This is an optimization exercise on Yosys and OpenROAD, whose aim is small area, a short achievable clock period and few clock cycles per item, not a production implementation. Function was checked by simulation only, so behaviour that the tests miss may differ from the original. Power is estimated from default activity; no workload was simulated.

alpha:
Design qad_peak_note, start of the top module:
module qad_peak_note (
    input  wire        clk,
    input  wire        rst,           
    input  wire        in_valid,
    output wire        in_ready,
    input  wire [44:0] in_re,         
    input  wire [44:0] in_im,         
    input  wire [3:0]  log2n,         
    input  wire [19:0] sr,            
    output wire        out_valid,
    input  wire        out_ready,
    output wire [3:0]  code,          
    output wire [10:0] peak_bin,
    output wire [43:0] peak_mag,
    output wire [30:0] freq,          
    output wire [8:0]  note_key,      
    output wire [3:0]  note_pc,
    output wire [5:0]  note_oct,      
    output wire [15:0] note_name,     
    output wire [31:0] note_freq,     
    output wire [31:0] note_dev       
);
    localparam M  = 10;               
    localparam QW = 2 * M + 2;        
    localparam DW = 2 * M + 5;        
    localparam LB = M + 2;            
    reg         in_ready_r;
    reg         expect_first;         
    reg  [10:0] cnt;                  
    reg  [3:0]  l2n_q;
    reg  [19:0] sr_q;
    reg         acc_done;             
    reg         s1_v, s1_first, s1_last;
    reg  [44:0] s1_a, s1_b;           
    reg  [5:0]  s1_s;                 
    reg  [4:0]  s1_oh8;               
    reg  [7:0]  s1_oh1;               
    assign in_ready = in_ready_r;
    wire   in_fire  = in_valid && in_ready_r;
    wire [3:0]  cur_l2n  = expect_first ? log2n : l2n_q;
    wire [10:0] nxt_idx  = expect_first ? 11'd0 : cnt + 11'd1;
    wire [11:0] half     = 12'd1 << (cur_l2n - 4'd1);
    wire        nxt_last = ({1'b0, nxt_idx} == half - 12'd1);
    wire [43:0] y_re = in_re[43:0] ^ {44{in_re[44]}};
    wire [43:0] y_im = in_im[43:0] ^ {44{in_im[44]}};
    wire [43:0] y_or = y_re | y_im;
    wire [44:M] sfx;                  
    wire [43:M] top;
    assign sfx[44] = 1'b0;
    genvar gi;
    generate
        for (gi = M; gi < 44; gi = gi + 1) begin : g_lod
            assign sfx[gi] = sfx[gi + 1] | y_or[gi];
            assign top[gi] = y_or[gi] & !sfx[gi + 1];
        end
    endgenerate
    reg  [5:0]  s_in;
    integer i;
    always @(*) begin
        s_in = 6'd0;
        for (i = M; i < 44; i = i + 1)
            s_in = s_in | ({6{top[i]}} & (i[5:0] - M + 6'd1));
    end
  ...
Size: about 990 flip-flops, about 310 I/O pins.
==> flow/config.mk <==
export PLATFORM = sky130hd
export DESIGN_NAME = qad_peak_note
export DESIGN_NICKNAME = qad_peak_note
export VERILOG_FILES = /design/flow/design.v
export SDC_FILE = /design/flow/constraint.sdc
export NUM_CORES = 4
export LEC_CHECK = 0
export CAP_MARGIN = 20
export CORE_MARGIN = 2
export CORE_UTILIZATION = 60
export CTS_CLUSTER_DIAMETER = 100
export CTS_CLUSTER_SIZE = 20
export SLEW_MARGIN = 20
==> flow/constraint.sdc <==
create_clock -name core_clock -period 15.0 [get_ports {clk}]
set_input_delay 3.0000 -clock core_clock [delete_from_list [all_inputs] [get_ports {clk}]]
set_output_delay 3.0000 -clock core_clock [all_outputs]
set_load 0.01 [all_outputs]
standard.sh (not shown) runs the stock make flow with config.mk's settings and CLKGATE_MAP_FILE= SYNTH_SCRIPT=/design/flow/synth_recipe.tcl, a recipe that flattens the netlist after the stock synthesis.
==> flow/flow/run.sh <==
#!/bin/bash
# The standard layout (standard.sh, all steps), except that the buffers
# placed on the input and output ports are sky130_fd_sc_hd__buf_1 cells.
set -e
export BUFFER_PORTS_ARGS="-buffer_cell sky130_fd_sc_hd__buf_1"
bash standard.sh > standard.log 2>&1
The flow did not stop early for alpha: all stages ran, and the layout cleared the timing, design-rule and antenna checks.
Testbench counts of alpha, summed over its fixed seeds: cycles 114,331, bins 108,544.
Edits applied to the flow inputs when going from alpha to beta:
diff --git a/flow/design.v b/flow/design.v
--- a/flow/design.v
+++ b/flow/design.v
@@ -155,21 +155,23 @@
                      P_THR  = 3'd3, P_FIN  = 3'd4, P_NF   = 3'd5, P_DEV = 3'd6;
     reg  [2:0]  pst;
     reg  [4:0]  pcnt;                 
     reg  [10:0] pk;
     reg  [19:0] sr_p;
     reg  [3:0]  l2n_p;
     reg  [30:0] v;
     reg  [31:0] nf;
     reg  [31:0] dev;
     reg  [4:0]  q_r;                  
-    reg  [3:0]  rr_r;
+    reg  [8:0]  key_r;
+    reg  [3:0]  pc_r;
+    reg  [5:0]  oct_r;
     reg         out_v;
     reg         map_done;
     wire post_free = !isq_busy && (pst == P_IDLE) && !map_done && !out_v;
     wire handoff   = fe_pend && (st == S_RUN) && !ev_gt_q && !ex_busy && pb_valid && post_free;
     reg         h_bit;                
     wire [4:0]  hb_idx = {1'b0, l2n_p} - 5'd3 - pcnt;
     wire        h_bit_nx = !hb_idx[4] && pk[hb_idx[3:0]];
     wire [4:0]  hb_idx0 = {1'b0, l2n_q} - 5'd2;
     wire        h_bit0  = !hb_idx0[4] && best_k[hb_idx0[3:0]];
     wire [30:0] v_next = {v[29:0], 1'b0} + (h_bit ? {11'd0, sr_p} : 31'd0);
@@ -203,44 +205,44 @@
         31'd2071496706;
     wire [4:0] q_sel = (pcnt == 5'd12) ? q_r + 5'd1 : q_r;    
     reg  dc;                          
     assign out_valid = out_v;
     assign code      = {2'b00, dc, 1'b1};
     assign peak_bin  = pk;
     assign peak_mag  = sq_root;
     assign freq      = v;
     assign note_freq = nf;
     assign note_dev  = dev;
-    wire [4:0] q  = q_r;
-    wire [3:0] rr = rr_r;
+    wire [4:0] q  = q_sel;
+    wire [3:0] rr = rr_sel;
     wire signed [9:0] key = $signed({1'b0, q, 3'b000}) + $signed({2'b00, q, 2'b00})
                             + $signed({6'b0, rr}) - 10'sd200;
     wire [4:0] rr4  = {1'b0, rr} + 5'd4;
     wire       wrap = (rr4 >= 5'd12);
     wire [3:0] pc   = wrap ? rr4[3:0] - 4'd12 : rr4[3:0];
     wire signed [5:0] oct = $signed({1'b0, q}) - 6'sd17 + $signed({5'b0, wrap});
     wire [15:0] name =
-        (pc == 4'd0) ? 16'h0043 :
-        (pc == 4'd1) ? 16'h2343 :
-        (pc == 4'd2) ? 16'h0044 :
-        (pc == 4'd3) ? 16'h2344 :
-        (pc == 4'd4) ? 16'h0045 :
-        (pc == 4'd5) ? 16'h0046 :
-        (pc == 4'd6) ? 16'h2346 :
-        (pc == 4'd7) ? 16'h0047 :
-        (pc == 4'd8) ? 16'h2347 :
-        (pc == 4'd9) ? 16'h0041 :
-        (pc == 4'd10) ? 16'h2341 :
+        (pc_r == 4'd0) ? 16'h0043 :
+        (pc_r == 4'd1) ? 16'h2343 :
+        (pc_r == 4'd2) ? 16'h0044 :
+        (pc_r == 4'd3) ? 16'h2344 :
+        (pc_r == 4'd4) ? 16'h0045 :
+        (pc_r == 4'd5) ? 16'h0046 :
+        (pc_r == 4'd6) ? 16'h2346 :
+        (pc_r == 4'd7) ? 16'h0047 :
+        (pc_r == 4'd8) ? 16'h2347 :
+        (pc_r == 4'd9) ? 16'h0041 :
+        (pc_r == 4'd10) ? 16'h2341 :
         16'h0042;
-    assign note_key  = dc ? 9'd0  : key[8:0];
-    assign note_pc   = dc ? 4'd0  : pc;
-    assign note_oct  = dc ? 6'd0  : oct;
+    assign note_key  = dc ? 9'd0  : key_r;
+    assign note_pc   = dc ? 4'd0  : pc_r;
+    assign note_oct  = dc ? 6'd0  : oct_r;
     assign note_name = dc ? 16'd0 : name;
     reg [1:0] st_nx;
     always @(*) begin
         st_nx = st;
         case (st)
             S_RUN:    if (ev_unc) st_nx = S_FBWAIT;
             S_FBWAIT: if (!ex_busy && pb_valid && !isq_busy && !ev_gt_q) st_nx = S_FBCALC;
             S_FBCALC: if (ex_cnt == 6'd43 && !ex_pre) st_nx = S_FBCMP;
             default:  st_nx = S_RUN;
         endcase
@@ -403,41 +405,42 @@
                 P_HORN: begin
                     v    <= v_next;
                     h_bit <= h_bit_nx;
                     pcnt <= pcnt + 5'd1;
                     if (pcnt == 5'd10) begin
                         nf   <= {1'b0, v_next};
                         q_r  <= 5'd30;
                         pst  <= dc ? P_DEV : P_NORM;
                     end
                 end
-                P_NORM: begin                     
-                    if (nf[30:23] == 8'd0 && q_r >= 5'd8) begin
+                P_NORM: begin
+                    if (nf[30:23] == 8'd0) begin
                         nf <= {1'b0, nf[22:0], 8'd0};
                         q_r <= q_r - 5'd8;
-                    end else if (!nf[30] && q_r != 5'd0) begin
+                    end else if (!nf[30]) begin
                         nf <= {1'b0, nf[29:0], 1'b0};
                         q_r <= q_r - 5'd1;
                     end else begin
                         pcnt <= 5'd0;
                         pst  <= P_THR;
                     end
                 end
                 P_THR: begin
                     if (pcnt != 5'd12 && m_ge)
                         pcnt <= pcnt + 5'd1;
                     else
                         pst <= P_FIN;
                 end
                 P_FIN: begin
-                    q_r  <= q_sel;
-                    rr_r <= rr_sel;
+                    key_r <= key[8:0];
+                    pc_r  <= pc;
+                    oct_r <= oct;
                     if (q_sel >= 5'd30) begin
                         nf  <= (q_sel == 5'd31) ? {cf, 1'b0} : {1'b0, cf};
                         pst <= P_DEV;
                     end else begin
                         nf  <= {1'b0, cf};
                         pcnt <= 5'd29 - q_sel;
                         pst <= P_NF;
                     end
                 end
                 P_NF: begin
==> comparison <==
- [compare] base=alpha new=beta: max-slew headroom at the worst pin now larger, worst setup slack increased by 0.43 ns relative to the old numbers, power shrank by 6.0%, multi-input gate share of total cell area closely matched the old numbers.
- Run comparison: alpha main combinational cell family by area after synthesis compound AO/OA/AOI/OAI gates; beta main combinational cell family by area after synthesis simple AND/OR/NAND/NOR gates
- beta vs alpha on global-route wire length before repair: beta is the higher one.
Testbench counts of beta, summed over its fixed seeds: cycles 114,331, bins 108,544.

[port drivers added, routing unchanged]
Ports are ideal in the flow. The routed layouts listed here were re-timed in OpenROAD. Step 1, drivers: a clkbuf_16 drives clk and a buf_2 each remaining input, both assumed. Step 2 also shifts input and output timing later by t, the mid clock arrival at the registers, as if the neighbouring blocks saw the same clock. Slacks: no drivers / after step 1 / after step 2; pairs: no drivers / after step 1.
run	t, ns	setup WS [ns]	worst setup path at the end
alpha	0.758	8.422 / 8.346 / 8.224	input to register
beta	0.759	8.850 / 8.850 / 8.384	input to register
After both steps every run listed still meets setup and hold. For beta, which loses most, drivers alone change the setup slack by 0.000 ns; drivers and shift together by -0.466 ns.
